Source: an optimization exercise on an open RTL-to-GDS flow (aim: a short achievable clock period and few clock cycles per item). Production flows keep margins and buffers that such runs may drop. Only simulation tests tie the RTL to the original design; equivalence was not proved. Power figures rest on the tool's default switching activity, not on a simulated workload.

===== design/flow/design.v =====
module rpc_frame_rx (
    input  wire       clk,
    input  wire       rst,
    input  wire       in_valid,
    output wire       in_ready,
    input  wire [7:0] in_data,
    output wire       out_valid,
    input  wire       out_ready,
    output wire [1:0] out_kind,
    output wire [7:0] out_data,
    output wire       out_last
);
    localparam [7:0] QUOTE  = 8'h22;
    localparam [7:0] HS     = 8'h04;
    localparam [7:0] RBRACE = 8'h7d;
    localparam [1:0] K_MSG = 2'd0, K_HS = 2'd1, K_CRC = 2'd2, K_OVR = 2'd3;
    localparam integer AW    = 9;             
    localparam integer NROW  = 17;            
    localparam integer SIZE  = NROW * 16;     
    localparam integer MARG  = 8;             
    localparam integer QD    = 8;             
    localparam integer FD    = 5;             
    function [AW-1:0] inc;
        input [AW-1:0] p;
        inc = (p == SIZE - 1) ? {AW{1'b0}} : p + 1'b1;
    endfunction
    reg        in_rdy_r;
    reg        v1;
    reg [7:0]  d1;
    always @(posedge clk) begin
        v1 <= in_valid & in_rdy_r & ~rst;
        d1 <= in_data;
    end
    assign in_ready = in_rdy_r;
    reg [AW-1:0] wp;                  
    reg [AW-1:0] span_start;          
    reg [8:0]    len;                 
    reg [1:0]    q;                   
    reg [7:0]    fb;                  
    reg [31:0]   crc;                 
    reg [7:0]    brace_len;           
    reg [31:0]   brace_crc;           
    reg [3:0]    meta_cnt;            
    reg          meta_hex;            
    reg [31:0]   meta_val;            
    wire is_quote = (d1 == QUOTE);
    wire delim    = v1 & is_quote & (q == 2'd2);
    wire oversize = v1 & ~(is_quote & (q == 2'd2)) & len[8];
    wire close    = delim | oversize;
    reg [31:0] crc_next;
    integer i;
    always @(*) begin
        crc_next = crc ^ {24'd0, d1};
        for (i = 0; i < 8; i = i + 1)
            crc_next = crc_next[0] ? ((crc_next >> 1) ^ 32'hEDB88320) : (crc_next >> 1);
    end
    reg       hex_ok;
    reg [3:0] hex_nib;
    always @(*) begin
        hex_ok  = 1'b1;
        hex_nib = 4'd0;
        if (d1 >= 8'h30 && d1 <= 8'h39)      hex_nib = d1[3:0];
        else if (d1 >= 8'h61 && d1 <= 8'h66) hex_nib = d1[3:0] + 4'd9;
        else if (d1 >= 8'h41 && d1 <= 8'h46) hex_nib = d1[3:0] + 4'd9;
        else                                 hex_ok  = 1'b0;
    end
    reg          s2_v;
    reg          s2_ovr;
    reg          s2_empty;
    reg          s2_hs;
    reg          s2_nobr;
    reg          s2_chk;
    reg [AW-1:0] s2_start;
    reg [7:0]    s2_m;
    always @(posedge clk) begin
        if (rst) begin
            wp         <= {AW{1'b0}};
            span_start <= {AW{1'b0}};
            len        <= 9'd0;
            q          <= 2'd0;
            crc        <= 32'hFFFFFFFF;
            brace_len  <= 8'd0;
            meta_cnt   <= 4'd8;
            meta_hex   <= 1'b0;
            s2_v       <= 1'b0;
        end else begin
            s2_v <= close;
            if (v1) begin
                wp <= inc(wp);
                if (len == 9'd0) fb <= d1;
                if (close) begin
                    span_start <= inc(wp);
                    len        <= 9'd0;
                    q          <= 2'd0;
                    crc        <= 32'hFFFFFFFF;
                    brace_len  <= 8'd0;
                    meta_cnt   <= 4'd8;
                end else begin
                    len <= len + 9'd1;
                    q   <= is_quote ? q + 2'd1 : 2'd0;
                    crc <= crc_next;
                    if (d1 == RBRACE) begin
                        brace_len <= len[7:0] + 8'd1;
                        brace_crc <= crc_next;
                        meta_cnt  <= 4'd0;
                        meta_hex  <= 1'b1;
                        meta_val  <= 32'd0;
                    end else if (meta_cnt != 4'd8) begin
                        meta_cnt <= meta_cnt + 4'd1;
                        meta_val <= {meta_val[27:0], hex_nib};
                        if (!hex_ok) meta_hex <= 1'b0;
                    end
                end
            end
        end
        if (close) begin
            s2_ovr   <= oversize;
            s2_empty <= (len == 9'd2);
            s2_hs    <= (len == 9'd3) && (fb == HS);
            s2_nobr  <= (brace_len == 8'd0);
            s2_chk   <= (meta_cnt == 4'd8) && meta_hex;
            s2_start <= span_start;
            s2_m     <= brace_len;
        end
    end
    reg [SIZE-1:0] wen;
    reg [7:0]      wd;
    wire [8*SIZE-1:0] mflat;
    genvar g;
    generate
        for (g = 0; g < SIZE; g = g + 1) begin : g_mem
            reg [7:0] b;
            always @(posedge clk) begin
                wen[g] <= v1 && (wp == g);
                if (wen[g]) b <= wd;
            end
            assign mflat[8*g +: 8] = b;
        end
    endgenerate
    always @(posedge clk) wd <= d1;
    wire       s2_crc_bad = s2_chk && ((brace_crc ^ 32'hFFFFFFFF) != meta_val);
    reg        s2_push;
    reg [1:0]  s2_kind;
    always @(*) begin
        s2_push = s2_v;
        s2_kind = K_MSG;
        if (s2_ovr)          s2_kind = K_OVR;
        else if (s2_empty)   s2_push = 1'b0;
        else if (s2_hs)      s2_kind = K_HS;
        else if (s2_nobr)    s2_push = 1'b0;
        else if (s2_crc_bad) s2_kind = K_CRC;
    end
    reg [QD-1:0] rq_v;
    reg [1:0]    rq_k [0:QD-1];
    reg [AW-1:0] rq_s [0:QD-1];
    reg [7:0]    rq_m [0:QD-1];
    wire         rq_pop;
    wire [QD-1:0] rq_vn = {1'b0, rq_v[QD-1:1]};      
    wire [QD-1:0] rq_vp = {rq_v[QD-2:0], 1'b1};      
    integer j;
    always @(posedge clk) begin
        if (rst) begin
            rq_v <= {QD{1'b0}};
        end else begin
            for (j = 0; j < QD; j = j + 1) begin
                if (rq_pop) begin
                    if (rq_vn[j]) begin
                        rq_v[j] <= 1'b1;
                        rq_k[j] <= rq_k[(j+1)%QD];
                        rq_s[j] <= rq_s[(j+1)%QD];
                        rq_m[j] <= rq_m[(j+1)%QD];
                    end else begin
                        rq_v[j] <= s2_push && rq_v[j];
                        rq_k[j] <= s2_kind;
                        rq_s[j] <= s2_start;
                        rq_m[j] <= s2_m;
                    end
                end else if (!rq_v[j] && rq_vp[j]) begin
                    rq_v[j] <= s2_push;
                    rq_k[j] <= s2_kind;
                    rq_s[j] <= s2_start;
                    rq_m[j] <= s2_m;
                end
            end
        end
    end
    reg [2:0]    cr;                  
    reg          busy;                
    reg [AW-1:0] rp;                  
    reg [7:0]    rem;                 
    wire         credit = (cr < FD);
    wire         issue  = credit && (busy || rq_v[0]);
    assign       rq_pop = credit && !busy && rq_v[0];
    wire [AW-1:0] iss_addr = busy ? rp : rq_s[0];
    wire [1:0]    iss_kind = busy ? K_MSG : rq_k[0];
    wire          iss_last = busy ? (rem == 8'd1) : (rq_m[0] == 8'd1);
    reg            ra_v;
    reg  [1:0]     ra_k;
    reg            ra_l;
    reg  [NROW-1:0] ra_row;
    reg  [3:0]     ra_lo;
    reg            rb_v;
    reg  [1:0]     rb_k;
    reg            rb_l;
    reg  [127:0]   rb_row;
    reg  [3:0]     rb_lo;
    integer r;
    reg [127:0] rowv;
    always @(*) begin
        rowv = 128'd0;
        for (r = 0; r < NROW; r = r + 1)
            rowv = rowv | ({128{ra_row[r]}} & mflat[128*r +: 128]);
    end
    always @(posedge clk) begin
        if (rst) begin
            busy <= 1'b0;
            ra_v <= 1'b0;
            rb_v <= 1'b0;
        end else begin
            if (issue) begin
                if (busy) begin
                    rp   <= inc(rp);
                    rem  <= rem - 8'd1;
                    if (rem == 8'd1) busy <= 1'b0;
                end else if (rq_k[0] == K_MSG) begin
                    rp   <= inc(rq_s[0]);
                    rem  <= rq_m[0] - 8'd1;
                    busy <= (rq_m[0] != 8'd1);
                end
            end
            ra_v <= issue;
            rb_v <= ra_v;
        end
        ra_k   <= iss_kind;
        ra_l   <= iss_last;
        ra_lo  <= iss_addr[3:0];
        for (r = 0; r < NROW; r = r + 1)
            ra_row[r] <= (iss_addr[AW-1:4] == r);
        rb_k   <= ra_k;
        rb_l   <= ra_l;
        rb_lo  <= ra_lo;
        rb_row <= rowv;
    end
    wire [7:0] rb_byte = rb_row[8*rb_lo +: 8];
    localparam integer FN = 8;
    reg [10:0]   of_e [0:FN-1];       
    reg [2:0]    of_wp;
    reg [2:0]    of_rp;
    reg [3:0]    of_n;
    reg          o_v;
    reg [10:0]   o_e;
    wire         of_pop = o_v & out_ready;
    wire [10:0]  rb_e   = {rb_k, rb_l, rb_byte};
    wire [10:0]  head0  = (of_n == 4'd0) ? rb_e : of_e[of_rp];
    wire [10:0]  head1  = (of_n == 4'd1) ? rb_e : of_e[of_rp + 3'd1];
    wire         hv0    = (of_n != 4'd0) | rb_v;
    wire         hv1    = (of_n[3:1] != 3'd0) | rb_v;
    always @(posedge clk) begin
        if (rb_v) of_e[of_wp] <= rb_e;
        o_e <= of_pop ? head1 : head0;
        if (rst) begin
            of_wp <= 3'd0;
            of_rp <= 3'd0;
            of_n  <= 4'd0;
            o_v   <= 1'b0;
            cr    <= 3'd0;
        end else begin
            of_wp <= of_wp + {2'd0, rb_v};
            of_rp <= of_rp + {2'd0, of_pop};
            of_n  <= of_n + {3'd0, rb_v} - {3'd0, of_pop};
            o_v   <= of_pop ? hv1 : hv0;
            cr    <= cr + {2'd0, issue} - {2'd0, of_pop};
        end
    end
    assign out_valid = o_v;
    assign out_kind  = o_e[10:9];
    assign out_last  = o_e[8];
    assign out_data  = o_e[7:0];
    reg [AW-1:0] tail;
    reg [AW-1:0] occ;
    always @(posedge clk) begin
        if (rst)           tail <= {AW{1'b0}};
        else if (busy)          tail <= rp;
        else if (rq_v[0])  tail <= rq_s[0];
        else if (s2_v)     tail <= s2_start;
        else               tail <= span_start;
        if (rst)              occ <= {AW{1'b0}};
        else if (wp >= tail)  occ <= wp - tail;
        else                  occ <= wp + SIZE - tail;
        if (rst) in_rdy_r <= 1'b0;
        else     in_rdy_r <= (occ < SIZE - MARG) && !rq_v[QD-3];
    end
endmodule

===== design/flow/run.sh =====
#!/bin/bash
# synth_recipe.tcl (not shown) runs the flow's synth.tcl, then flattens the netlist and writes it again
# the make line also repeats each setting of config.mk as NAME=value (left out here)
make -C /OpenROAD-flow-scripts/flow DESIGN_CONFIG=/design/flow/config.mk WORK_HOME=/design/flow/orfs CLKGATE_MAP_FILE= SYNTH_SCRIPT=/design/flow/synth_recipe.tcl finish

===== design/flow/config.mk =====
export PLATFORM = sky130hd
export DESIGN_NAME = rpc_frame_rx
export DESIGN_NICKNAME = rpc_frame_rx
export VERILOG_FILES = /design/flow/design.v
export SDC_FILE = /design/flow/constraint.sdc
export NUM_CORES = 4
export LEC_CHECK = 0
export ABC_CLOCK_PERIOD_IN_PS = 2000
export CAP_MARGIN = 20
export CORE_MARGIN = 2
export CORE_UTILIZATION = 60
export SETUP_SLACK_MARGIN = 4.5
export SLEW_MARGIN = 20

===== design/flow/constraint.sdc =====
create_clock -name core_clock -period 7.0 [get_ports {clk}]
set_input_delay 1.4000 -clock core_clock [delete_from_list [all_inputs] [get_ports {clk}]]
set_output_delay 1.4000 -clock core_clock [all_outputs]
set_load 0.01 [all_outputs]

==> summary.txt, run 1 <==
vias in the first global route - 59,400
Startpoint Class - flop
critical path arrival - 1380 ps
cts bufs inserted - 319
worst hold path endpoint - rb_k[1]
crit-path max FO - 2
maximum clock rate - 359 MHz
max-cap check violation count - 0
data required time at the worst endpoint - 5600 ps
Post-synth EDFFs - 2,527
worst skew pair latency - 940 ps
CTS Sinks - 3,102
flop2flop setup slack - 4490 ps
Setup TNS - 0 ps
Top delay family on crit path - flip-flops
vias post-DR - 60,900
fin area - 0.124 mm²
share of layout cells above drive strength 1 - 14.1%
CP max stage cell - dfxtp_4
status - no timing/DRC/antenna violations
Final Power - 38.1 mW
final hold vios - 0
crit-path cells - buf_6
combinational share of power - 3.8%
PwrDens - 306 mW/mm²
RD Place Congestion - 0.805
r2r worst-path depth - 7
Vias/cell - 6.49
Initial Util - 60.3%
Clock Path Buffers - 4
Hold/Removal Path Class - flop to flop
I/O pins - 25
top cell type by total area after synthesis - edfxtp_1
Setup crit start - in_rdy_r
post-synthesis cell count - 6,541
WL/cell - 30.5 µm
clock tree skew after final layout - 53.5 ps
Crit path buffers/inverters - 1
H-tree levels - 5
Placement Rows - 157
cts-stage hold buffer count - 0
hold path depth - 0
initial antenna violation count - 6
root buffer cell - clkbuf_16
Yosys reg bits - 3,102
largest net degree at the start of global routing - 182
reg-to-reg startpoint - rb_lo[0]
synth unique cells - 67
worst stage delay on the critical path - 360 ps
DP Area - 0.113 mm²
r2r endpoint - o_e[2]
TritonCTS clock tree - yes
final core utilization - 68.0%
hold wc startpoint - ra_k[1]
Synth top cells by count - edfxtp_1 (2,527), a22oi_1 (856), dfxtp_1 (575), nor2_1 (566), clkbuf_1 (316)
Core Area - 0.183 mm²
Clock power frac - 43.2%
sequential power share - 53.1%
total track usage - 30.5%
global route total overflow - 0
Post-Syn Area - 0.110 mm²
switching pwr - 7.82 mW
drt initial violations - 8,180
# nets final - 6,742
Syn-to-layout area delta - 12.8%
die span in y - 433 µm
internal power - 30.3 mW
Synth top area share - 68.8%
crit path capture type - primary output
warnings from Yosys - 4
Worst IR Drop VDD - 0.247 mV
first-pass GRT wire length - 412,000 µm
DRC - 0
Avg Cell Area, Syn - 16.9 µm²
post-layout min period - 2780 ps
ys flop type - edfxtp_1
max_slew headroom - 24.7%
CP Class - flop to primary output
largest cells by area after synthesis - edfxtp_1 (69%), dfxtp_1 (10%), a22oi_1 (5.8%), nor2_1 (1.9%), mux4_2 (1.7%)
drt total wl - 286,000 µm
clock slew at reported path FFs - 60 ps
Pre-antenna DRT Iters - 9
die span in x - 433 µm
Mapped Nets - 6,613
Worst Max-Slew Pin Slew - 1130 ps
hpwl dp - 161,000 µm
Seq/Total Area, Yosys - 79.2%
period utilization - 39.7%
IO buf count - 24
Die Footprint - 0.187 mm²
Max Transition Viols Final - 0
most common cell in the netlist - edfxtp_1
Synth async-reset ratio - 0%
post-route ant nets - 0
RSZ-0062 raised after global routing - yes
Final setup viols - 0
Switching Share - 20.5%
static leakage - 40.4 nW
[final cells by class]
class / instances / area (µm²)
inverters: 64 / 275
repair inverters: 2 / 16.3
flip-flops and latches: 3102 / 87500
diodes: 2 / 5.00
well taps: 2464 / 3080
clock inverters: 105 / 887
fillers: 12300 / 58400
repair buffers: 167 / 1710
clock buffers: 463 / 9230
multi-input cells: 3014 / 21700
[power by group through the flow]
stage	Sequential, mW	Combinational, mW	Clock, mW
finish	20.2	1.43	16.4
global route	20.2	1.55	17.3
CTS	20.2	1.40	16.6
detailed placement	20.6	1.38	0
floorplan	20.6	0.827	0
global placement	20.6	1.36	0
[metal layers]
metal	routed length [µm]	track usage, %
met5	117	0.442
met2	137000	48.8
met1	118000	44.0
met4	7230	7.86
met3	24200	5.09
[stage by stage]
stage	cells	hold WS, ps	worst slack, ps
final	9383	304	4220
after floorplan	6541	310	4070
after detailed placement	8755	312	3480
after global placement	8755	312	3470
after global routing	9381	317	4180
after CTS	9367	315	4160
[cells by family after synthesis]
| group | count (synthesis) | share of synthesized area [%] |
|---|---|---|
| mux | 247 | 3.35 |
| fa+ha+maj | 60 | 0.735 |
| compound gates | 1264 | 8.57 |
| xor+xnor | 160 | 1.45 |
| buf+inv | 425 | 1.49 |
| flops | 3102 | 79.2 |
| simple gates | 1283 | 5.21 |
[cell usage in the layout, fill, tap and decap left out, drive strengths merged, types with 4 or more instances in the layout]
cell           Yosys  layout
nand2b            15      15
a222oi           128     128
inv               63      66
bufinv             0      14
a221oi            33      33
clkbuf           320     463
nor3              30      30
clkinv             1      82
a211oi            14      14
nand3            171     171
nand2            258     258
mux4              84      84
mux2             135     135
buf               41     157
a31oi              7       7
and3              29      29
nor2b             42      42
edfxtp          2527    2527
nand4            128     128
nor2             567     567
dfxtp            575     575
or4                4       4
a21boi            13      13
ha                52      52
mux2i             28      28
nor4              12      12
o21ai             84      84
nand3b             8       8
and2               5       5
a22o              18      18
fa                 8       8
a22oi            856     856
a21oi             87      87
xor2              68      68
clkdlybuf4s50      0       9
xnor2             90      90
o22ai              7       7
clkinvlp           0       9
or3                4       4
[state kept, by name, summed over array words and instances (netlist names), 11 cells and up]
signal,cells
brace_crc,32
o_e,11
ra_row,17
rq_s,72
crc,32
meta_val,32
g_mem.b,2176
rq_m,64
wen,272
of_e,88
rb_row,128
rq_k,16
[repair_timing]
item                                    CTS  global route
resized for setup                       126            29
pin swaps                                11             6
buffers inserted                         41            14
endpoints found under the hold margin     0             0
gates cloned                              3             0
endpoints found under the setup margin  649           283
[how the worst max path moves through the flow]
stage                  end  cells past startpoint  slack, ps
3_5_place_dp       of_n[3]                     10       3480
6_report          in_ready                      1       4220
2_1_floorplan  meta_val[0]                      3       4070
5_1_grt           in_ready                      1       4180
3_3_place_gp       of_n[3]                     10       3470
4_1_cts           in_ready                      1       4160
Testbench counts, summed over its fixed seeds: cycles 198,125, bytes 196,798.
==> run 2, diff against run 1 <==
--- a/design/flow/design.v
+++ b/design/flow/design.v
@@ -125,4 +125,13 @@
     end
-    reg [SIZE-1:0] wen;
-    reg [7:0]      wd;
+    reg [NROW-1:0] w_row;
+    reg [15:0]     w_col;
+    always @(posedge clk) begin
+        if (rst) begin
+            w_row <= {{(NROW-1){1'b0}}, 1'b1};
+            w_col <= 16'd1;
+        end else if (v1) begin
+            w_col <= {w_col[14:0], w_col[15]};
+            if (w_col[15]) w_row <= {w_row[NROW-2:0], w_row[NROW-1]};
+        end
+    end
     wire [8*SIZE-1:0] mflat;
@@ -132,6 +141,3 @@
             reg [7:0] b;
-            always @(posedge clk) begin
-                wen[g] <= v1 && (wp == g);
-                if (wen[g]) b <= wd;
-            end
+            always @(posedge clk) if (v1 && w_row[g/16] && w_col[g%16]) b <= d1;
             assign mflat[8*g +: 8] = b;
@@ -139,3 +145,2 @@
     endgenerate
-    always @(posedge clk) wd <= d1;
     wire       s2_crc_bad = s2_chk && ((brace_crc ^ 32'hFFFFFFFF) != meta_val);
--- a/design/flow/config.mk
+++ b/design/flow/config.mk
@@ -11,2 +11,4 @@
 export CORE_UTILIZATION = 60
+export CTS_CLUSTER_DIAMETER = 100
+export CTS_CLUSTER_SIZE = 25
 export SETUP_SLACK_MARGIN = 4.5
==> summary.txt, run 2 <==
DP Area - 0.109 mm² (-3.8%)
Top delay family on crit path - flip-flops
largest net degree at the start of global routing - 190 (+4.4%)
Max Transition Viols Final - 0 (unchanged)
post-layout min period - 2720 ps (-59.0 ps)
drt initial violations - 8,733 (+6.8%)
PwrDens - 256 mW/mm² (-16%)
CTS Sinks - 2,855 (-8.0%)
static leakage - 37.1 nW (-8.2%)
worst stage delay on the critical path - 400 ps (+40 ps)
most common cell in the netlist - edfxtp_1
Worst IR Drop VDD - 0.266 mV (+7.9%)
Layout Cells excl Fill - 8,701 (-7.3%)
Pre-antenna DRT Iters - 9 (unchanged)
post-route ant nets - 0 (unchanged)
crit path capture type - primary output
Post-Syn Area - 0.106 mm² (-3.7%)
root buffer cell - clkbuf_16
first-pass GRT wire length - 405,000 µm (-1.6%)
# nets final - 6,280 (-6.9%)
Clock Path Buffers - 3 (-1)
Crit path buffers/inverters - 1 (unchanged)
Avg Cell Area, Syn - 16.9 µm² (about the same)
crit-path max FO - 2 (unchanged)
Vias/cell - 6.80 (+4.9%)
vias in the first global route - 56,300 (-5.2%)
data required time at the worst endpoint - 5600 ps (about the same)
Synth top area share - 71.4% (+2.7 points)
Core Area - 0.176 mm² (-3.7%)
Mapped Nets - 6,370 (-3.7%)
die span in x - 425 µm (-1.9%)
final hold vios - 0 (unchanged)
critical path arrival - 1320 ps (-60 ps)
max-cap check violation count - 0 (unchanged)
H-tree levels - 4 (-1)
fin area - 0.114 mm² (-8.0%)
global route total overflow - 0 (unchanged)
worst hold margin - 321 ps (+16.9 ps)
Post-synth EDFFs - 2,527 (unchanged)
clock tree skew after final layout - 33.5 ps (-20.0 ps)
die span in y - 425 µm (-1.9%)
Seq/Total Area, Yosys - 77.6% (-1.6 points)
commonest non-fill, non-tap cells in the layout - edfxtp_1 (2,527), a22oi_1 (783), and3_1 (318)
RD Place Congestion - 0.812 (+0.92%)
cts bufs inserted - 132 (-59%)
RSZ-0062 raised after global routing - yes
IO buf count - 24 (unchanged)
clock slew at reported path FFs - 100 ps (+40 ps)
post-synthesis cell count - 6,302 (-3.7%)
maximum clock rate - 367 MHz (+2.2%)
max_slew headroom - 16.5% (-8.2 points)
final core utilization - 65.0% (-3.0 points)
Die Footprint - 0.180 mm² (-3.7%)
drt total wl - 283,000 µm (-1.2%)
total track usage - 31.2% (+0.73 points)
Largest Register - g_mem.b
hpwl dp - 158,000 µm (-1.8%)
CP max stage cell - dfxtp_4
crit-path cells - buf_6
most common cell after layout, fill and taps aside - edfxtp_1
Synth top cells by count - edfxtp_1 (2,527), a22oi_1 (783), clkbuf_1 (331), dfxtp_1 (328), and3_1 (318)
Initial Util - 60.3% (about the same)
WL/cell - 32.5 µm (+6.5%)
period utilization - 38.9% (-0.84 points)
Inst Count DP - 8,349 (-4.6%)
max reg flops - 2,176 (unchanged)
warnings from Yosys - 4 (unchanged)
synth unique cells - 69 (+3.0%)
FILL cells - 12,400 (+0.63%)
top cell type by total area after synthesis - edfxtp_1
DRC - 0 (unchanged)
Setup TNS - 0 ps (unchanged)
share of layout cells above drive strength 1 - 10.9% (-3.1 points)
vias post-DR - 59,200 (-2.8%)
cts-stage hold buffer count - 0 (unchanged)
Hold/Removal Path Class - flop to flop
largest cells by area after synthesis - edfxtp_1 (71%), dfxtp_1 (6.2%), a22oi_1 (5.5%), and3_1 (1.9%), mux4_2 (1.8%)
Syn-to-layout area delta - 7.77%
Synth async-reset ratio - 0% (unchanged)
Worst Max-Slew Pin Slew - 1250 ps (+125 ps)
initial antenna violation count - 28 (+22)
Yosys reg bits - 2,855 (-8.0%)
ys flop type - edfxtp_1
CP Class - flop to primary output
worst skew pair latency - 840 ps (-100 ps)
Placement Rows - 154 (-1.9%)
I/O pins - 25 (unchanged)
TritonCTS clock tree - yes
status - no timing/DRC/antenna violations
Startpoint Class - flop
top flop regs - g_mem.b: 2176 flops, rb_row: 128 flops, of_e: 88 flops
Final setup viols - 0 (unchanged)
==> run 2: cell count changes in the layout (fill, tap and decap cells not counted), sizes merged, moves of 73 or more <==
cell / before / now
clkinv: 82 / 1
nor2: 567 / 283
clkbuf: 463 / 233
dfxtp: 575 / 328
a22oi: 856 / 783
and3: 29 / 318
==> run 2: final cells by class <==
type	instances	area [µm²]	area share, %
Sequential cell	2855	82600	72.2
Clock buffer	232	3890	3.40
Inverter	80	315	0.275
Tap cell	2340	2930	2.56
Antenna cell	49	123	0.107
Multi-Input combinational cell	2978	22500	19.7
Clock inverter	2	36.3	0.0317
Timing Repair inverter	1	7.51	0.00656
Timing Repair Buffer	164	2040	1.78
==> run 2: kinds of logic (layout without fill, tap and decap cells) <==
kind of cell / after synthesis / in the layout / synth area share [%]
compound gates: 1271 / 1271 / 9.06
mux: 269 / 269 / 3.68
other cells: 0 / 49 / 0
xor+xnor: 162 / 162 / 1.49
fa+ha+maj: 56 / 56 / 0.716
simple gates: 1218 / 1220 / 5.75
flops: 2855 / 2855 / 77.6
buf+inv: 471 / 479 / 1.69
==> run 2: repair_timing <==
item                       in CTS  in global routing
cloned                          7                  1
gates resized for setup       153                 72
pin swaps                      12                 29
buffers inserted               34                 27
setup endpoints to repair    1278                809
==> run 2: per-layer routing <==
layer  up-vias  GRT usage [%]  share of wire (%)
met4        10           7.06                2.0
met5         -              0              0.025
met3       349           4.54                9.0
met1     30900           46.2                 41
li1      25000              -                  -
met2      2919           49.9                 48
==> run 2: metrics by stage <==
stage | setup slack [ps] | total power [mW]
2_1_floorplan | 3700 | 20.0
3_3_place_gp | 2920 | 20.5
3_5_place_dp | 2910 | 20.5
4_1_cts | 4090 | 29.3
5_1_grt | 4230 | 30.0
6_report | 4280 | 29.3
==> run 2: path summary, 6_finish.rpt <==
| kind | from | endpoint | slack (ps) | cells past startpoint |
|---|---|---|---|---|
| max | in_rdy_r | in_ready | 4280 | 1 |
| min | ra_lo[0] | rb_lo[0] | 320 | 0 |
| max reg2reg | rb_lo[0] | o_e[1] | 4430 | 7 |
| min reg2reg | ra_lo[0] | rb_lo[0] | 320 | 0 |
==> run 2: power by group <==
group / internal, mW / switching (mW) / total [mW]
logic: 0.611 / 0.952 / 1.56
clock network: 3.84 / 5.12 / 8.96
registers: 18.6 / 0.146 / 18.8
total: 23.1 / 6.22 / 29.3
Testbench counts of run 2, summed over its fixed seeds: cycles 198,125, bytes 196,798.
==> run 3, diff against run 2 <==
--- a/design/flow/design.v
+++ b/design/flow/design.v
@@ -204,4 +204,4 @@
     reg            ra_l;
-    reg  [NROW-1:0] ra_row;
-    reg  [3:0]     ra_lo;
+    reg  [4*NROW-1:0] ra_sel;         
+    reg  [1:0]     ra_lo;
     reg            rb_v;
@@ -209,10 +209,10 @@
     reg            rb_l;
-    reg  [127:0]   rb_row;
-    reg  [3:0]     rb_lo;
+    reg  [31:0]    rb_word;
+    reg  [1:0]     rb_lo;
     integer r;
-    reg [127:0] rowv;
+    reg [31:0] wordv;
     always @(*) begin
-        rowv = 128'd0;
-        for (r = 0; r < NROW; r = r + 1)
-            rowv = rowv | ({128{ra_row[r]}} & mflat[128*r +: 128]);
+        wordv = 32'd0;
+        for (r = 0; r < 4 * NROW; r = r + 1)
+            wordv = wordv | ({32{ra_sel[r]}} & mflat[32*r +: 32]);
     end
@@ -240,5 +240,5 @@
         ra_l   <= iss_last;
-        ra_lo  <= iss_addr[3:0];
-        for (r = 0; r < NROW; r = r + 1)
-            ra_row[r] <= (iss_addr[AW-1:4] == r);
+        ra_lo  <= iss_addr[1:0];
+        for (r = 0; r < 4 * NROW; r = r + 1)
+            ra_sel[r] <= (iss_addr[AW-1:2] == r);
         rb_k   <= ra_k;
@@ -246,5 +246,5 @@
         rb_lo  <= ra_lo;
-        rb_row <= rowv;
-    end
-    wire [7:0] rb_byte = rb_row[8*rb_lo +: 8];
+        rb_word <= wordv;
+    end
+    wire [7:0] rb_byte = rb_word[8*rb_lo +: 8];
     localparam integer FN = 8;
@@ -285,2 +285,3 @@
     reg [AW-1:0] occ;
+    reg [AW:0]   occ_d;               
     always @(posedge clk) begin
@@ -291,5 +292,6 @@
         else               tail <= span_start;
+        occ_d <= {1'b0, wp} - {1'b0, tail};
         if (rst)              occ <= {AW{1'b0}};
-        else if (wp >= tail)  occ <= wp - tail;
-        else                  occ <= wp + SIZE - tail;
+        else if (!occ_d[AW])  occ <= occ_d[AW-1:0];
+        else                  occ <= occ_d[AW-1:0] + SIZE;
         if (rst) in_rdy_r <= 1'b0;
--- a/design/flow/config.mk
+++ b/design/flow/config.mk
@@ -12,3 +12,3 @@
 export CTS_CLUSTER_DIAMETER = 100
-export CTS_CLUSTER_SIZE = 25
+export CTS_CLUSTER_SIZE = 30
 export SETUP_SLACK_MARGIN = 4.5
==> summary.txt, run 3 <==
Crit path buffers/inverters - 1 (unchanged)
hold wc startpoint - ra_lo[1]
DRC - 0 (unchanged)
TritonCTS clock tree - yes
Die Footprint - 0.178 mm² (-1.4%)
Yosys reg bits - 2,813 (-1.5%)
clock tree skew after final layout - 44.2 ps (+10.7 ps)
# nets final - 6,148 (-2.1%)
Setup crit start - in_rdy_r
worst skew pair latency - 840 ps (about the same)
commonest non-fill, non-tap cells in the layout - edfxtp_1 (2,527), a22o_1 (445), a221oi_1 (385)
DP Area - 0.108 mm² (-0.69%)
max reg flops - 2,176 (unchanged)
ys flop type - edfxtp_1
Vias/cell - 7.59 (+12%)
PwrDens - 246 mW/mm² (-3.8%)
hpwl dp - 236,000 µm (+50%)
Synth top area share - 72.4% (+0.99 points)
CTS Sinks - 2,813 (-1.5%)
clock slew at reported path FFs - 110 ps (about the same)
maximum clock rate - 366 MHz (-0.44%)
first-pass GRT wire length - 514,000 µm (+27%)
Avg Cell Area, Syn - 17.2 µm² (+1.9%)
Synth async-reset ratio - 0% (unchanged)
post-layout min period - 2740 ps (+12.1 ps)
Max Transition Viols Final - 0 (unchanged)
die span in y - 422 µm (-0.68%)
initial antenna violation count - 20 (-29%)
Syn-to-layout area delta - 8.22%
Setup TNS - 0 ps (unchanged)
post-route ant nets - 0 (unchanged)
max_slew headroom - 10.5% (-6.0 points)
vias post-DR - 64,700 (+9.4%)
RSZ-0062 raised after global routing - yes
largest net degree at the start of global routing - 141 (-26%)
cts bufs inserted - 103 (-22%)
static leakage - 36.4 nW (-1.9%)
RD Place Congestion - 0.955 (+18%)
max-cap check violation count - 0 (unchanged)
Core Area - 0.174 mm² (-1.4%)
I/O pins - 25 (unchanged)
Mapped Nets - 6,153 (-3.4%)
top flop regs - g_mem.b: 2176 flops, of_e: 88 flops, rq_s: 72 flops
total track usage - 42.7% (+11 points)
Clock Path Buffers - 3 (unchanged)
H-tree levels - 3 (-1)
Top delay family on crit path - flip-flops
die span in x - 422 µm (-0.68%)
data required time at the worst endpoint - 5600 ps (about the same)
Post-synth EDFFs - 2,527 (unchanged)
crit path capture type - primary output
r2r worst-path depth - 1 (-6)
Final setup viols - 0 (unchanged)
CP max stage cell - dfxtp_4
Final Power - 27.9 mW (-4.8%)
Worst Max-Slew Pin Slew - 1340 ps (+87.6 ps)
Hold/Removal Path Class - flop to flop
post-synthesis cell count - 6,098 (-3.2%)
reg-to-reg startpoint - w_row[8]
drt initial violations - 13,300 (+52%)
global route total overflow - 0 (unchanged)
CP Class - flop to primary output
Crit path depth - 1 (unchanged)
synth unique cells - 67 (-2.9%)
share of layout cells above drive strength 1 - 13.4% (+2.4 points)
most common cell after layout, fill and taps aside - edfxtp_1
WL/cell - 45.0 µm (+38%)
Initial Util - 60.3% (about the same)
most common cell in the netlist - edfxtp_1
top cell type by total area after synthesis - edfxtp_1
vias in the first global route - 60,100 (+6.8%)
Startpoint Class - flop
drt total wl - 383,000 µm (+36%)
Pre-antenna DRT Iters - 6 (-3)
root buffer cell - clkbuf_16
Synth top cells by count - edfxtp_1 (2,527), a22o_1 (446), a221oi_1 (445), clkbuf_1 (313), dfxtp_1 (286)
Seq/Total Area, Yosys - 77.9% (+0.28 points)
fin area - 0.113 mm² (-0.97%)
worst stage delay on the critical path - 400 ps (about the same)
r2r endpoint - g_mem[139].b[2]
Largest Register - g_mem.b
warnings from Yosys - 4 (unchanged)
final hold vios - 0 (unchanged)
cts-stage hold buffer count - 0 (unchanged)
crit-path cells - buf_6
critical path arrival - 1340 ps (+20 ps)
period utilization - 39.1% (+0.17 points)
crit-path max FO - 2 (unchanged)
Worst IR Drop VDD - 0.206 mV (-23%)
status - no timing/DRC/antenna violations
flop2flop setup slack - 4310 ps (-120 ps)
Placement Rows - 153 (-0.65%)
last element of the critical path - in_ready
worst hold margin - 343 ps (+22.1 ps)
FILL cells - 12,100 (-2.2%)
IO buf count - 24 (unchanged)
Post-Syn Area - 0.105 mm² (-1.4%)
largest cells by area after synthesis - edfxtp_1 (72%), dfxtp_1 (5.5%), a22o_1 (3.7%), a221oi_1 (3.7%), and3_1 (1.6%)
## run 3: cell type report
cell class                      count  area [µm²]  area share [%]
Inverter                           62         290           0.256
Timing Repair inverter              1        7.51         0.00662
Antenna cell                       16        40.0          0.0353
Multi-Input combinational cell   2860       22600            19.9
Timing Repair Buffer              252        2660            2.35
Clock inverter                      4        35.0          0.0309
Sequential cell                  2813       81800            72.2
Clock buffer                      192        3000            2.64
Tap cell                         2325        2910            2.57
## run 3: cells by family after synthesis
family                   count (synthesis)  synth area share [%]
flip-flops                            2813                  77.9
AND/OR/NAND/NOR                       1081                  5.32
multiplexers                           221                  2.89
buffers and inverters                  426                  1.54
adder cells (fa/ha/maj)                 43                 0.528
AO/OA/AOI/OAI                         1357                  10.4
XOR/XNOR                               157                  1.46
## run 3: report_power, final
| group | switching (mW) | internal [mW] |
|---|---|---|
| registers | 0.115 | 18.4 |
| clock network | 5.04 | 2.95 |
| logic | 0.900 | 0.533 |
## run 3: through the flow
step	util, %	worst slack [ps]	instances
final	65.3	4260	8525
after floorplan	-	3580	6098
after global routing	65.3	4250	8509
after global placement	62.3	3120	8256
after CTS	65.0	4230	8499
after detailed placement	62.4	3120	8257
## run 3: routing by layer
layer / GRT usage [%] / part of all wire, % / vias up
met5: 0 / 0.035 / -
met1: 57.0 / 34 / 33000
met3: 13.6 / 15 / 1212
li1: - / - / 24800
met2: 62.7 / 44 / 5794
met4: 23.6 / 6.6 / 18
## run 3: worst min-delay path by stage
stage                           to  slack (ps)  depth (start not counted)
after floorplan            rb_k[0]         310                          0
after global placement    rb_lo[1]         320                          0
after detailed placement  rb_lo[1]         310                          0
after CTS                 rb_lo[1]         340                          0
after global routing       rb_k[1]         350                          0
final                     rb_lo[1]         340                          0
## run 3: what timing repair did
action	in CTS	in global routing
cloned	4	0
gates resized for setup	306	90
pin swaps	35	35
setup buffers	42	9
setup endpoints to repair	2752	567
Testbench counts of run 3, summed over its fixed seeds: cycles 198,125, bytes 196,798.
==> run 4, diff against run 3 <==
--- a/design/flow/design.v
+++ b/design/flow/design.v
@@ -21,3 +21,3 @@
     localparam integer QD    = 8;             
-    localparam integer FD    = 5;             
+    localparam integer FD    = 6;             
     function [AW-1:0] inc;
@@ -127,3 +127,6 @@
     reg [15:0]     w_col;
+    reg [NROW-1:0] w_ren;             
+    wire [NROW-1:0] w_row_nx = (v1 && w_col[15]) ? {w_row[NROW-2:0], w_row[NROW-1]} : w_row;
     always @(posedge clk) begin
+        w_ren <= (in_valid & in_rdy_r & ~rst) ? w_row_nx : {NROW{1'b0}};
         if (rst) begin
@@ -141,3 +144,3 @@
             reg [7:0] b;
-            always @(posedge clk) if (v1 && w_row[g/16] && w_col[g%16]) b <= d1;
+            always @(posedge clk) if (w_ren[g/16] && w_col[g%16]) b <= d1;
             assign mflat[8*g +: 8] = b;
@@ -195,3 +198,3 @@
     reg [7:0]    rem;                 
-    wire         credit = (cr < FD);
+    reg          credit;              
     wire         issue  = credit && (busy || rq_v[0]);
@@ -249,6 +252,12 @@
     wire [7:0] rb_byte = rb_word[8*rb_lo +: 8];
+    reg          rc_v;
+    reg [10:0]   rc_e;                
+    always @(posedge clk) begin
+        rc_v <= rb_v & ~rst;
+        rc_e <= {rb_k, rb_l, rb_byte};
+    end
     localparam integer FN = 8;
-    reg [10:0]   of_e [0:FN-1];       
-    reg [2:0]    of_wp;
-    reg [2:0]    of_rp;
+    reg [10:0]   of_e [0:FN-1];
+    reg [FN-1:0] of_wp;
+    reg [FN-1:0] of_rp;
     reg [3:0]    of_n;
@@ -257,22 +266,35 @@
     wire         of_pop = o_v & out_ready;
-    wire [10:0]  rb_e   = {rb_k, rb_l, rb_byte};
-    wire [10:0]  head0  = (of_n == 4'd0) ? rb_e : of_e[of_rp];
-    wire [10:0]  head1  = (of_n == 4'd1) ? rb_e : of_e[of_rp + 3'd1];
-    wire         hv0    = (of_n != 4'd0) | rb_v;
-    wire         hv1    = (of_n[3:1] != 3'd0) | rb_v;
+    reg [10:0]   at0, at1;            
+    integer f;
+    always @(*) begin
+        at0 = 11'd0;
+        at1 = 11'd0;
+        for (f = 0; f < FN; f = f + 1) begin
+            at0 = at0 | ({11{of_rp[f]}} & of_e[f]);
+            at1 = at1 | ({11{of_rp[(f+FN-1)%FN]}} & of_e[f]);
+        end
+    end
+    wire [10:0]  head0  = (of_n == 4'd0) ? rc_e : at0;
+    wire [10:0]  head1  = (of_n == 4'd1) ? rc_e : at1;
+    wire         hv0    = (of_n != 4'd0) | rc_v;
+    wire         hv1    = (of_n[3:1] != 3'd0) | rc_v;
+    wire [2:0]   cr_nx  = cr + {2'd0, issue} - {2'd0, of_pop};
     always @(posedge clk) begin
-        if (rb_v) of_e[of_wp] <= rb_e;
+        for (f = 0; f < FN; f = f + 1)
+            if (rc_v && of_wp[f]) of_e[f] <= rc_e;
         o_e <= of_pop ? head1 : head0;
         if (rst) begin
-            of_wp <= 3'd0;
-            of_rp <= 3'd0;
-            of_n  <= 4'd0;
-            o_v   <= 1'b0;
-            cr    <= 3'd0;
+            of_wp  <= {{(FN-1){1'b0}}, 1'b1};
+            of_rp  <= {{(FN-1){1'b0}}, 1'b1};
+            of_n   <= 4'd0;
+            o_v    <= 1'b0;
+            cr     <= 3'd0;
+            credit <= 1'b1;
         end else begin
-            of_wp <= of_wp + {2'd0, rb_v};
-            of_rp <= of_rp + {2'd0, of_pop};
-            of_n  <= of_n + {3'd0, rb_v} - {3'd0, of_pop};
-            o_v   <= of_pop ? hv1 : hv0;
-            cr    <= cr + {2'd0, issue} - {2'd0, of_pop};
+            if (rc_v)   of_wp <= {of_wp[FN-2:0], of_wp[FN-1]};
+            if (of_pop) of_rp <= {of_rp[FN-2:0], of_rp[FN-1]};
+            of_n   <= of_n + {3'd0, rc_v} - {3'd0, of_pop};
+            o_v    <= of_pop ? hv1 : hv0;
+            cr     <= cr_nx;
+            credit <= (cr_nx < FD);
         end
--- a/design/flow/config.mk
+++ b/design/flow/config.mk
@@ -8,3 +8,3 @@
 export ABC_CLOCK_PERIOD_IN_PS = 2000
-export CAP_MARGIN = 20
+export CAP_MARGIN = 50
 export CORE_MARGIN = 2
@@ -12,4 +12,4 @@
 export CTS_CLUSTER_DIAMETER = 100
-export CTS_CLUSTER_SIZE = 30
+export CTS_CLUSTER_SIZE = 25
 export SETUP_SLACK_MARGIN = 4.5
-export SLEW_MARGIN = 20
+export SLEW_MARGIN = 70
==> summary.txt, run 4 <==
status - no timing/DRC/antenna violations
post-synthesis cell count - 6,115 (+0.28%)
Mapped Nets - 6,163 (+0.16%)
CTS Sinks - 2,853 (+1.4%)
FILL cells - 11,800 (-2.9%)
Layout Cells excl Fill - 8,680 (+1.8%)
Worst IR Drop VDD - 0.274 mV (+33%)
static leakage - 37.4 nW (+2.7%)
critical path arrival - 3390 ps (+2050 ps)
Setup TNS - 0 ps (unchanged)
root buffer cell - clkbuf_16
PwrDens - 248 mW/mm² (+0.98%)
Largest Register - g_mem.b
Final WS setup - 4200 ps (-62.5 ps)
most common cell after layout, fill and taps aside - edfxtp_1
total track usage - 41.4% (-1.3 points)
sequential power share - 64.5% (-1.7 points)
worst skew pair latency - 850 ps (about the same)
Synth top cells by count - edfxtp_1 (2,527), a221oi_1 (493), a22o_1 (488), dfxtp_1 (326), and2_1 (313)
vias in the first global route - 59,400 (-1.3%)
period utilization - 40.0% (+0.89 points)
clock slew at reported path FFs - 100 ps (about the same)
DP Area - 0.111 mm² (+3.0%)
largest family of logic cells by synthesized area - compound AO/OA/AOI/OAI gates
final core utilization - 67.1% (+1.8 points)
Synth Area in XOR/XNOR - 1.56% (+0.10 points)
initial antenna violation count - 15 (-25%)
IO buf count - 24 (unchanged)
Synth async-reset ratio - 0% (unchanged)
data required time at the worst endpoint - 7600 ps (+2000 ps)
die span in x - 423 µm (+0.21%)
share of layout cells above drive strength 1 - 18.5% (+5.1 points)
mux cell area share after synthesis - 1.90% (-0.99 points)
Max Transition Viols Final - 0 (unchanged)
Hold/Removal Path Class - flop to flop
clock tree skew after final layout - 35.4 ps (-8.73 ps)
max reg flops - 2,176 (unchanged)
Avg Cell Area, Syn - 17.2 µm² (+0.14%)
vias post-DR - 64,600 (-0.21%)
Yosys reg bits - 2,853 (+1.4%)
Synth top area share - 72.1% (-0.30 points)
cts-stage hold buffer count - 0 (unchanged)
H-tree levels - 4 (+1)
Clock power frac - 31.1% (+2.4 points)
maximum clock rate - 357 MHz (-2.2%)
fin area - 0.117 mm² (+3.0%)
Post-synth EDFFs - 2,527 (unchanged)
TritonCTS clock tree - yes
Core Area - 0.174 mm² (+0.22%)
internal power - 22.9 mW (+4.7%)
Storage cell area - 0.0827 mm² (+1.1%)
drt total wl - 374,000 µm (-2.5%)
global route total overflow - 0 (unchanged)
Adder-Cell Fraction of Synth Area - 0.442% (-0.085 points)
most common cell in the netlist - edfxtp_1
combinational share of power - 4.4% (-0.7 points)
Pre-antenna DRT Iters - 8 (+2)
max_slew headroom - 66.0% (+55 points)
ys flop type - edfxtp_1
Clock Path Buffers - 3 (unchanged)
DP Worst Slack - 3260 ps (+141 ps)
largest cells by area after synthesis - edfxtp_1 (72%), dfxtp_1 (6.2%), a221oi_1 (4.1%), a22o_1 (4.1%), and2_1 (1.9%)
Die Footprint - 0.179 mm² (+0.41%)
post-route ant nets - 0 (unchanged)
top flop regs - g_mem.b: 2176 flops, of_e: 88 flops, rq_s: 72 flops
top cell type by total area after synthesis - edfxtp_1
Vias/cell - 7.44 (-2.0%)
warnings from Yosys - 5 (+1)
largest net degree at the start of global routing - 80 (-43%)
hpwl dp - 230,000 µm (-2.8%)
cts bufs inserted - 132 (+28%)
Final setup viols - 0 (unchanged)
synth unique cells - 72 (+7.5%)
Initial Util - 60.5% (+0.12 points)
Worst Max-Slew Pin Slew - 511 ps (-830 ps)
first-pass GRT wire length - 501,000 µm (-2.5%)
max-cap check violation count - 0 (unchanged)
Seq/Total Area, Yosys - 78.3% (+0.44 points)
Synth Area in Compound Gates - 11.0% (+0.59 points)
Inst Count DP - 8,370 (+1.4%)
commonest non-fill, non-tap cells in the layout - edfxtp_1 (2,527), a22o_1 (488), a221oi_1 (436)
CP Class - flop to flop
drt initial violations - 12,100 (-9.3%)
post-layout min period - 2800 ps (+62.5 ps)
RSZ-0062 raised after global routing - yes
Startpoint Class - flop
I/O pins - 25 (unchanged)
die span in y - 423 µm (+0.21%)
Syn-to-layout area delta - 11.0%
final hold vios - 0 (unchanged)
WL/cell - 43.1 µm (-4.2%)
crit-path max FO - 9 (+7)
Post-Synth Simple-Gate Area - 5.38% (+0.056 points)
crit path capture type - flop
switching pwr - 6.15 mW (+1.5%)
Post-Syn Area - 0.105 mm² (+0.42%)
RD Place Congestion - 0.957 (+0.19%)
# nets final - 6,308 (+2.6%)
DRC - 0 (unchanged)
Switching Share - 21.2% (-0.51 points)
multi-input logic area - 0.0228 mm² (+1.0%)
Placement Rows - 153 (unchanged)
## run 4: cell types whose count changed in the layout (fill, tap and decap cells not counted), sizes merged, moves of 26 or more
cell,change
and2,+307
and3,-254
buf,+71
nand2,-61
a221oi,+48
clkbuf,+46
mux4,-44
a22o,+42
dfxtp,+40
nor2,+38
nor2b,-30
a21oi,-26
## run 4: cell type report
cell class / instances / area share, %
flip-flops and latches: 2853 / 70.9
multi-input cells: 2874 / 19.6
repair buffers: 349 / 3.59
clock buffers: 219 / 3.27
well taps: 2325 / 2.49
inverters: 50 / 0.181
clock inverters: 5 / 0.0375
diodes: 5 / 0.0107
## run 4: cells by family after synthesis
kind of cell	count (synthesis)
compound gates	1416
mux	174
simple gates	1086
xor+xnor	160
buf+inv	390
flops	2853
fa+ha+maj	36
## run 4: layer usage
layer | up-vias | global-route usage, % | wire, µm
li1 | 25000 | - | -
met1 | 32900 | 57.5 | 132000
met2 | 5538 | 59.6 | 161000
met3 | 1125 | 13.0 | 57500
met4 | 14 | 20.8 | 23600
met5 | - | 0 | 86
## run 4: repair_timing
item,CTS,global route
pin swaps,19,24
setup endpoints to repair,167,132
buffers inserted,14,24
cloned,4,5
gates resized for setup,113,50
## run 4: power by group through the flow
stage	Combinational (mW)	Sequential, mW	Clock (mW)
final	1.28	18.7	9.02
after CTS	1.23	18.7	8.98
after detailed placement	1.20	19.1	0
after global routing	1.35	18.7	9.53
after global placement	1.08	19.1	0
after floorplan	0.593	19.1	0
## run 4: final timing paths
kind,cells after the start,from,slack (ps),end
max reg2reg,7,ra_sel[31],4200,rb_word[5]
min reg2reg,0,rb_k[0],330,rc_e[9]
min,0,rb_k[0],330,rc_e[9]
max,7,ra_sel[31],4200,rb_word[5]
## run 4: worst max-delay path: stages, from the launching register on
cell and delay [ps]:
dfxtp_4 470, buf_6 230, a22o_1 250, a221oi_1 210, clkdlybuf4s50_1 570, nand4_1 180
nor3_2 250, nand4_1 370
## run 4: stage by stage
stage               power [mW]  hold WS (ps)
floorplan                 19.7           310
global placement          20.2           311
detailed placement        20.3           314
CTS                       28.9           331
global route              29.6           335
finish                    29.0           326
Testbench counts of run 4, summed over its fixed seeds: cycles 198,133, bytes 196,798.
==> run 5, diff against run 4 <==
--- a/design/flow/config.mk
+++ b/design/flow/config.mk
@@ -8,3 +8,3 @@
 export ABC_CLOCK_PERIOD_IN_PS = 2000
-export CAP_MARGIN = 50
+export CAP_MARGIN = 20
 export CORE_MARGIN = 2
@@ -14,2 +14,2 @@
 export SETUP_SLACK_MARGIN = 4.5
-export SLEW_MARGIN = 70
+export SLEW_MARGIN = 20
==> summary.txt, run 5 <==
Max Transition Viols Final - 0 (unchanged)
Pre-antenna DRT Iters - 7 (-1)
r2r endpoint - rb_word[28]
worst stage delay on the critical path - 400 ps (-170 ps)
CP Class - flop to primary output
Seq/Total Area, Yosys - 78.3% (unchanged)
Clock power frac - 31.1% (about the same)
Synth top area share - 72.1% (unchanged)
die span in y - 423 µm (unchanged)
Die Footprint - 0.179 mm² (unchanged)
critical path arrival - 1330 ps (-2060 ps)
Vias/cell - 7.47 (+0.35%)
reg-to-reg startpoint - ra_sel[48]
Final setup viols - 0 (unchanged)
crit-path cells - buf_6
hold path depth - 0 (unchanged)
data required time at the worst endpoint - 5600 ps (-2000 ps)
Startpoint Class - flop
Initial Util - 60.5% (unchanged)
vias in the first global route - 58,800 (-0.96%)
r2r worst-path depth - 6 (-1)
TritonCTS clock tree - yes
synth unique cells - 72 (unchanged)
commonest non-fill, non-tap cells in the layout - edfxtp_1 (2,527), a22o_1 (488), a221oi_1 (455)
crit path capture type - primary output
DRC - 0 (unchanged)
Switching Share - 21.3% (+0.055 points)
Yosys reg bits - 2,853 (unchanged)
sequential power share - 64.8% (+0.3 points)
cts bufs inserted - 132 (unchanged)
most common cell after layout, fill and taps aside - edfxtp_1
drt initial violations - 12,200 (+0.70%)
crit-path max FO - 2 (-7)
max reg flops - 2,176 (unchanged)
Core Area - 0.174 mm² (unchanged)
Post-Syn Area - 0.105 mm² (unchanged)
root buffer cell - clkbuf_16
status - no timing/DRC/antenna violations
clock slew at reported path FFs - 100 ps (about the same)
Clock Path Buffers - 3 (unchanged)
worst hold margin - 337 ps (+10.9 ps)
post-route ant nets - 0 (unchanged)
Worst Max-Slew Pin Slew - 1410 ps (+898 ps)
Post-synth EDFFs - 2,527 (unchanged)
hold wc startpoint - ra_l
total track usage - 41.4% (about the same)
H-tree levels - 4 (unchanged)
CP max stage cell - dfxtp_4
top flop regs - g_mem.b: 2176 flops, of_e: 88 flops, rq_s: 72 flops
cts-stage hold buffer count - 0 (unchanged)
WL/cell - 43.7 µm (+1.5%)
first-pass GRT wire length - 500,000 µm (-0.17%)
combinational share of power - 4.1% (-0.3 points)
largest net degree at the start of global routing - 174 (+120%)
worst skew pair latency - 840 ps (about the same)
drt total wl - 374,000 µm (about the same)
hpwl dp - 223,000 µm (-2.9%)
PwrDens - 254 mW/mm² (+2.3%)
initial antenna violation count - 20 (+5)
max_slew headroom - 5.98% (-60 points)
top cell type by total area after synthesis - edfxtp_1
Synth top cells by count - edfxtp_1 (2,527), a221oi_1 (493), a22o_1 (488), dfxtp_1 (326), and2_1 (313)
ys flop type - edfxtp_1
post-synthesis cell count - 6,115 (unchanged)
Synth async-reset ratio - 0% (unchanged)
CTS Sinks - 2,853 (unchanged)
I/O pins - 25 (unchanged)
Setup TNS - 0 ps (unchanged)
global route total overflow - 0 (unchanged)
switching pwr - 6.15 mW (about the same)
Crit path buffers/inverters - 1 (-1)
Hold/Removal Path Class - flop to flop
Largest Register - g_mem.b
clock tree skew after final layout - 30.6 ps (-4.87 ps)
vias post-DR - 63,900 (-1.1%)
worst hold path endpoint - rb_l
max-cap check violation count - 0 (unchanged)
RD Place Congestion - 0.957 (unchanged)
RSZ-0062 raised after global routing - yes
Placement Rows - 153 (unchanged)
Worst IR Drop VDD - 0.302 mV (+10%)
# nets final - 6,175 (-2.1%)
Avg Cell Area, Syn - 17.2 µm² (unchanged)
final hold vios - 0 (unchanged)
static leakage - 35.9 nW (-3.9%)
internal power - 22.8 mW (-0.41%)
Mapped Nets - 6,163 (unchanged)
most common cell in the netlist - edfxtp_1
maximum clock rate - 367 MHz (+2.6%)
die span in x - 423 µm (unchanged)
flop2flop setup slack - 4330 ps (+130 ps)
Top delay family on crit path - flip-flops
share of layout cells above drive strength 1 - 11.2% (-7.3 points)
IO buf count - 24 (unchanged)
largest cells by area after synthesis - edfxtp_1 (72%), dfxtp_1 (6.2%), a221oi_1 (4.1%), a22o_1 (4.1%), and2_1 (1.9%)
period utilization - 38.9% (-1.0 points)
post-layout min period - 2730 ps (-72.0 ps)
warnings from Yosys - 5 (unchanged)
Syn-to-layout area delta - 8.10%
-- run 5: cell counts after synthesis --
No cell type changed its count.
-- run 5: layer usage --
metal	track usage [%]	vias up	part of all wire, %
li1	-	24700	-
met1	57.0	32500	35
met2	60.0	5585	43
met3	13.8	1103	15
met4	19.8	23	6.0
met5	0	-	0.095
-- run 5: worst max-delay path by stage --
| stage | end | slack, ps | startpoint | depth (start not counted) |
|---|---|---|---|---|
| floorplan | meta_val[0] | 3180 | d1[0] | 6 |
| global placement | credit | 2340 | out_ready | 10 |
| detailed placement | of_n[2] | 2360 | out_ready | 10 |
| CTS | in_ready | 4230 | in_rdy_r | 1 |
| global route | in_ready | 4230 | in_rdy_r | 1 |
| finish | in_ready | 4270 | in_rdy_r | 1 |
-- run 5: power groups by stage --
stage,logic (mW),registers (mW),clock network [mW]
floorplan,0.593,19.1,0
CTS,1.15,18.7,8.93
global placement,1.08,19.1,0
finish,1.19,18.7,8.98
global route,1.26,18.7,9.50
detailed placement,1.10,19.1,0
-- run 5: repair_timing --
item,in CTS,in global routing
gates cloned,3,0
buffers inserted,17,15
gates resized for setup,212,67
pin swaps,19,30
endpoints found under the setup margin,1166,746
-- run 5: logic make-up (layout without fill, tap and decap cells) --
logic type | count (synthesis) | in the layout | share of synthesized area [%]
AOI/OAI and AO/OA | 1416 | 1416 | 11.0
muxes | 174 | 174 | 1.90
other | 0 | 16 | 0
xor gates and xnor gates | 160 | 160 | 1.56
adders and majority gates | 36 | 36 | 0.442
buffers and inverters | 390 | 487 | 1.43
and+or+nand+nor | 1086 | 1088 | 5.38
DFF | 2853 | 2853 | 78.3
-- run 5: final cells by class --
cell class / count / area (µm²)
clock inverter: 5 / 50.0
clock buffer: 216 / 3770
fill: 12000 / 60300
multi-input combinational: 2874 / 22000
tap: 2325 / 2910
antenna: 16 / 40.0
inverter: 50 / 199
timing repair inverter: 1 / 5.00
sequential: 2853 / 82600
timing repair buffer: 215 / 2170
-- run 5: metrics by stage --
step	total power, mW	util (%)	worst slack [ps]	std cells	area [µm²]
floorplan	19.7	-	3180	6115	105000
global placement	20.2	62.4	2340	8281	109000
detailed placement	20.2	62.4	2360	8282	109000
CTS	28.8	65.1	4230	8523	113000
global route	29.5	65.3	4230	8545	114000
finish	28.9	65.4	4270	8555	114000
==> run 6, diff against run 5 <==
--- a/design/flow/design.v
+++ b/design/flow/design.v
@@ -21,3 +21,3 @@
     localparam integer QD    = 8;             
-    localparam integer FD    = 6;             
+    localparam integer FD    = 7;             
     function [AW-1:0] inc;
@@ -127,6 +127,10 @@
     reg [15:0]     w_col;
-    reg [NROW-1:0] w_ren;             
+    reg [SIZE-1:0] w_en;              
     wire [NROW-1:0] w_row_nx = (v1 && w_col[15]) ? {w_row[NROW-2:0], w_row[NROW-1]} : w_row;
+    wire [15:0]     w_col_nx = v1 ? {w_col[14:0], w_col[15]} : w_col;
+    wire            w_acc    = in_valid & in_rdy_r & ~rst;
+    integer e;
     always @(posedge clk) begin
-        w_ren <= (in_valid & in_rdy_r & ~rst) ? w_row_nx : {NROW{1'b0}};
+        for (e = 0; e < SIZE; e = e + 1)
+            w_en[e] <= w_acc & w_row_nx[e/16] & w_col_nx[e%16];
         if (rst) begin
@@ -144,3 +148,3 @@
             reg [7:0] b;
-            always @(posedge clk) if (w_ren[g/16] && w_col[g%16]) b <= d1;
+            always @(posedge clk) if (w_en[g]) b <= d1;
             assign mflat[8*g +: 8] = b;
@@ -212,10 +216,15 @@
     reg            rb_l;
-    reg  [31:0]    rb_word;
+    reg  [127:0]   rb_quad;           
     reg  [1:0]     rb_lo;
+    reg            rb2_v;
+    reg  [1:0]     rb2_k;
+    reg            rb2_l;
+    reg  [31:0]    rb2_word;
+    reg  [1:0]     rb2_lo;
     integer r;
-    reg [31:0] wordv;
+    reg [127:0] quadv;
     always @(*) begin
-        wordv = 32'd0;
+        quadv = 128'd0;
         for (r = 0; r < 4 * NROW; r = r + 1)
-            wordv = wordv | ({32{ra_sel[r]}} & mflat[32*r +: 32]);
+            quadv[32*(r/NROW) +: 32] = quadv[32*(r/NROW) +: 32] | ({32{ra_sel[r]}} & mflat[32*r +: 32]);
     end
@@ -226,2 +235,3 @@
             rb_v <= 1'b0;
+            rb2_v <= 1'b0;
         end else begin
@@ -240,2 +250,3 @@
             rb_v <= ra_v;
+            rb2_v <= rb_v;
         end
@@ -249,5 +260,9 @@
         rb_lo  <= ra_lo;
-        rb_word <= wordv;
+        rb_quad <= quadv;
+        rb2_k   <= rb_k;
+        rb2_l   <= rb_l;
+        rb2_lo  <= rb_lo;
+        rb2_word <= rb_quad[31:0] | rb_quad[63:32] | rb_quad[95:64] | rb_quad[127:96];
     end
-    wire [7:0] rb_byte = rb_word[8*rb_lo +: 8];
+    wire [7:0] rb_byte = rb2_word[8*rb2_lo +: 8];
     reg          rc_v;
@@ -255,4 +270,4 @@
     always @(posedge clk) begin
-        rc_v <= rb_v & ~rst;
-        rc_e <= {rb_k, rb_l, rb_byte};
+        rc_v <= rb2_v & ~rst;
+        rc_e <= {rb2_k, rb2_l, rb_byte};
     end
==> summary.txt, run 6 <==
CP max stage cell - dfxtp_2
Pre-antenna DRT Iters - 8 (+1)
Vias/cell - 6.63 (-11%)
synth unique cells - 68 (-5.6%)
status - no timing/DRC/antenna violations
Final setup viols - 0 (unchanged)
Avg Cell Area, Syn - 16.7 µm² (-3.1%)
maximum clock rate - 368 MHz (+0.35%)
most common cell in the netlist - edfxtp_1
clock slew at reported path FFs - 100 ps (about the same)
Top delay family on crit path - flip-flops
Die Footprint - 0.190 mm² (+6.5%)
WL/cell - 32.2 µm (-26%)
initial antenna violation count - 12 (-40%)
worst stage delay on the critical path - 360 ps (-40 ps)
warnings from Yosys - 5 (unchanged)
worst hold margin - 337 ps (-0.00700 ps)
M2 GR Usage - 49.5% (-10 points)
Crit path buffers/inverters - 1 (unchanged)
ys flop type - edfxtp_1
final hold vios - 0 (unchanged)
Synth async-reset ratio - 0% (unchanged)
Largest Register - g_mem.b
Clock Path Buffers - 3 (unchanged)
hpwl dp - 177,000 µm (-21%)
total track usage - 31.2% (-10 points)
max-cap check violation count - 0 (unchanged)
Seq/Total Area, Yosys - 80.4% (+2.1 points)
FILL cells - 12,900 (+7.9%)
drt initial violations - 8,470 (-30%)
busiest metal layer after global routing - met2
post-route ant nets - 0 (unchanged)
post-layout min period - 2720 ps (-9.58 ps)
vias in the first global route - 58,300 (-0.84%)
data required time at the worst endpoint - 5600 ps (about the same)
most common cell after layout, fill and taps aside - edfxtp_1
PwrDens - 265 mW/mm² (+4.4%)
crit-path cells - buf_6
Mapped Nets - 6,775 (+9.9%)
grt met3 use - 4.21% (-9.6 points)
max_slew headroom - 18.7% (+13 points)
# nets final - 6,761 (+9.5%)
Syn-to-layout area delta - 7.63%
share of layout cells above drive strength 1 - 8.49% (-2.7 points)
Core Area - 0.186 mm² (+6.7%)
critical path arrival - 1320 ps (about the same)
top cell type by total area after synthesis - edfxtp_1
flop2flop setup slack - 4530 ps (+200 ps)
Synth top cells by count - edfxtp_1 (2,527), a22oi_1 (797), dfxtp_1 (715), nor2_1 (619), clkbuf_1 (309)
root buffer cell - clkbuf_16
CP Class - flop to primary output
period utilization - 38.8% (-0.14 points)
RD Place Congestion - 0.891 (-6.9%)
Startpoint Class - flop
Yosys reg bits - 3,242 (+14%)
IO buf count - 24 (unchanged)
die span in y - 436 µm (+3.2%)
met1 Track Usage GR - 46.5% (-11 points)
final core utilization - 65.0% (-0.35 points)
vias post-DR - 61,800 (-3.2%)
commonest non-fill, non-tap cells in the layout - edfxtp_1 (2,527), a22oi_1 (797), dfxtp_1 (688)
DRC - 0 (unchanged)
worst skew pair latency - 850 ps (about the same)
global route total overflow - 0 (unchanged)
cts bufs inserted - 147 (+11%)
multi-input logic area - 0.0211 mm² (-4.2%)
Post-synth EDFFs - 2,527 (unchanged)
Setup TNS - 0 ps (unchanged)
TritonCTS clock tree - yes
Max Transition Viols Final - 0 (unchanged)
Worst Max-Slew Pin Slew - 1210 ps (-202 ps)
I/O pins - 25 (unchanged)
Storage cell area - 0.0903 mm² (+9.3%)
crit path capture type - primary output
H-tree levels - 4 (unchanged)
largest net degree at the start of global routing - 218 (+25%)
Post-Syn Area - 0.112 mm² (+6.6%)
CTS Sinks - 3,242 (+14%)
crit-path max FO - 1 (-1)
max reg flops - 2,176 (unchanged)
Worst IR Drop VDD - 0.236 mV (-22%)
largest cells by area after synthesis - edfxtp_1 (68%), dfxtp_1 (13%), a22oi_1 (5.3%), nor2_1 (2.1%), mux2_2 (1.2%)
die span in x - 436 µm (+3.2%)
Placement Rows - 158 (+3.3%)
static leakage - 38.4 nW (+6.9%)
Initial Util - 60.4% (about the same)
Hold/Removal Path Class - flop to flop
top flop regs - g_mem.b: 2176 flops, w_en: 272 flops, rb_quad: 128 flops
post-synthesis cell count - 6,727 (+10%)
clock tree skew after final layout - 32.1 ps (+1.51 ps)
RSZ-0062 raised after global routing - yes
first-pass GRT wire length - 427,000 µm (-15%)
drt total wl - 300,000 µm (-20%)
Synth top area share - 67.7% (-4.5 points)
cts-stage hold buffer count - 0 (unchanged)
-- run 6: changes by cell type in the layout (fill, tap and decap cells not counted), moves of 50 or more --
cell / change
a22oi_1: +586
dfxtp_1: +454
a22o_1: -414
a221oi_1: -327
nor2_1: +321
and2_1: -301
nand2_1: +167
a222oi_1: +128
nand3_1: +60
dfxtp_2: -50
-- run 6: worst register-to-register path, cell delays in order (launching register included) --
cell and delay [ps]:
dfxtp_4 470, buf_4 490, mux2i_4 880, buf_4 400, nor2_1 100
-- run 6: kinds of logic after synthesis --
| kind of cell | Yosys count | share of synthesized area, % |
|---|---|---|
| buffers and inverters | 395 | 1.33 |
| flip-flops | 3242 | 80.4 |
| multiplexers | 159 | 1.65 |
| adder cells (fa/ha/maj) | 36 | 0.415 |
| AND/OR/NAND/NOR | 1362 | 5.47 |
| AO/OA/AOI/OAI | 1373 | 9.36 |
| XOR/XNOR | 160 | 1.34 |
-- run 6: area by class of cell --
| type | count | share of cell area [%] |
|---|---|---|
| antenna | 8 | 0.0166 |
| clock buffer | 262 | 3.53 |
| clock inverter | 4 | 0.0353 |
| inverter | 52 | 0.170 |
| multi-input combinational | 3093 | 17.5 |
| sequential | 3242 | 74.8 |
| tap | 2480 | 2.57 |
| timing repair buffer | 177 | 1.42 |
-- run 6: power by group --
group / switching [mW] / internal, mW / leakage (nW)
registers: 0.151 / 20.8 / 28.6
logic: 0.739 / 0.445 / 7.75
clock network: 5.69 / 4.19 / 2.05
total: 6.58 / 25.5 / 38.4
-- run 6: metal layers --
layer / wire, µm / part of all wire [%]
met5: 27 / 0.0090
met4: 7840 / 2.6
met3: 26900 / 9.0
met2: 142000 / 47
met1: 123000 / 41
-- run 6: what timing repair did --
item	4_1_cts	5_1_grt
cloned	5	0
setup endpoints to repair	932	599
buffers inserted	19	4
pin swaps	7	9
gates resized for setup	136	32
-- run 6: per-stage QoR --
stage                     cells  cell area, µm²  power (mW)  worst slack, ps
after global routing       9310          121000        32.9             4230
after detailed placement   9014          116000        22.5             2810
final                      9318          121000        32.0             4280
after global placement     9014          116000        22.5             2770
after floorplan            6727          112000        22.0             3570
after CTS                  9304          120000        32.1             4230
-- run 6: final timing paths --
kind / startpoint / endpoint / cells past startpoint
max: o_e[4] / out_data[4] / 1
min reg2reg: rb2_k[0] / rc_e[9] / 0
max reg2reg: v1 / w_en[93] / 4
min: rb2_k[0] / rc_e[9] / 0
Testbench counts of run 6, summed over its fixed seeds: cycles 198,141, bytes 196,798.

## static timing again, ports no longer ideal
No port has a modelled driver above. Below, the same layouts with a new extraction and two added sets of constraints. Step 1 sets driving cells, clkbuf_16 on the clock port and buf_2 on the other inputs (assumed; they add their load-dependent delay and slew). Step 2 adds t to the input delays and takes it off the output delays; t is the mean of the earliest and latest rising clock arrival at the registers after step 1. Input paths then give back, and output paths get back, about the clock's delay inside the block. Slacks: no drivers / after step 1 / after step 2; pairs: no drivers / after step 1.
| run | t (ns) | slack for setup (ns) | worst setup path at the end |
|---|---|---|---|
| run 1 | 1.008 | 4.218 / 4.125 / 3.842 | input to register |
| run 2 | 0.910 | 4.277 / 4.185 / 3.696 | input to register |
| run 3 | 0.912 | 4.265 / 4.167 / 3.758 | input to register |
| run 4 | 0.923 | 4.202 / 4.171 / 3.733 | input to register |
| run 5 | 0.930 | 4.274 / 4.170 / 3.728 | input to register |
| run 6 | 0.935 | 4.284 / 4.187 / 3.628 | input to register |
After both steps every run listed still meets setup and hold. The setup slack of run 6, which loses most, moves by -0.097 ns with the drivers and by -0.656 ns with both steps.
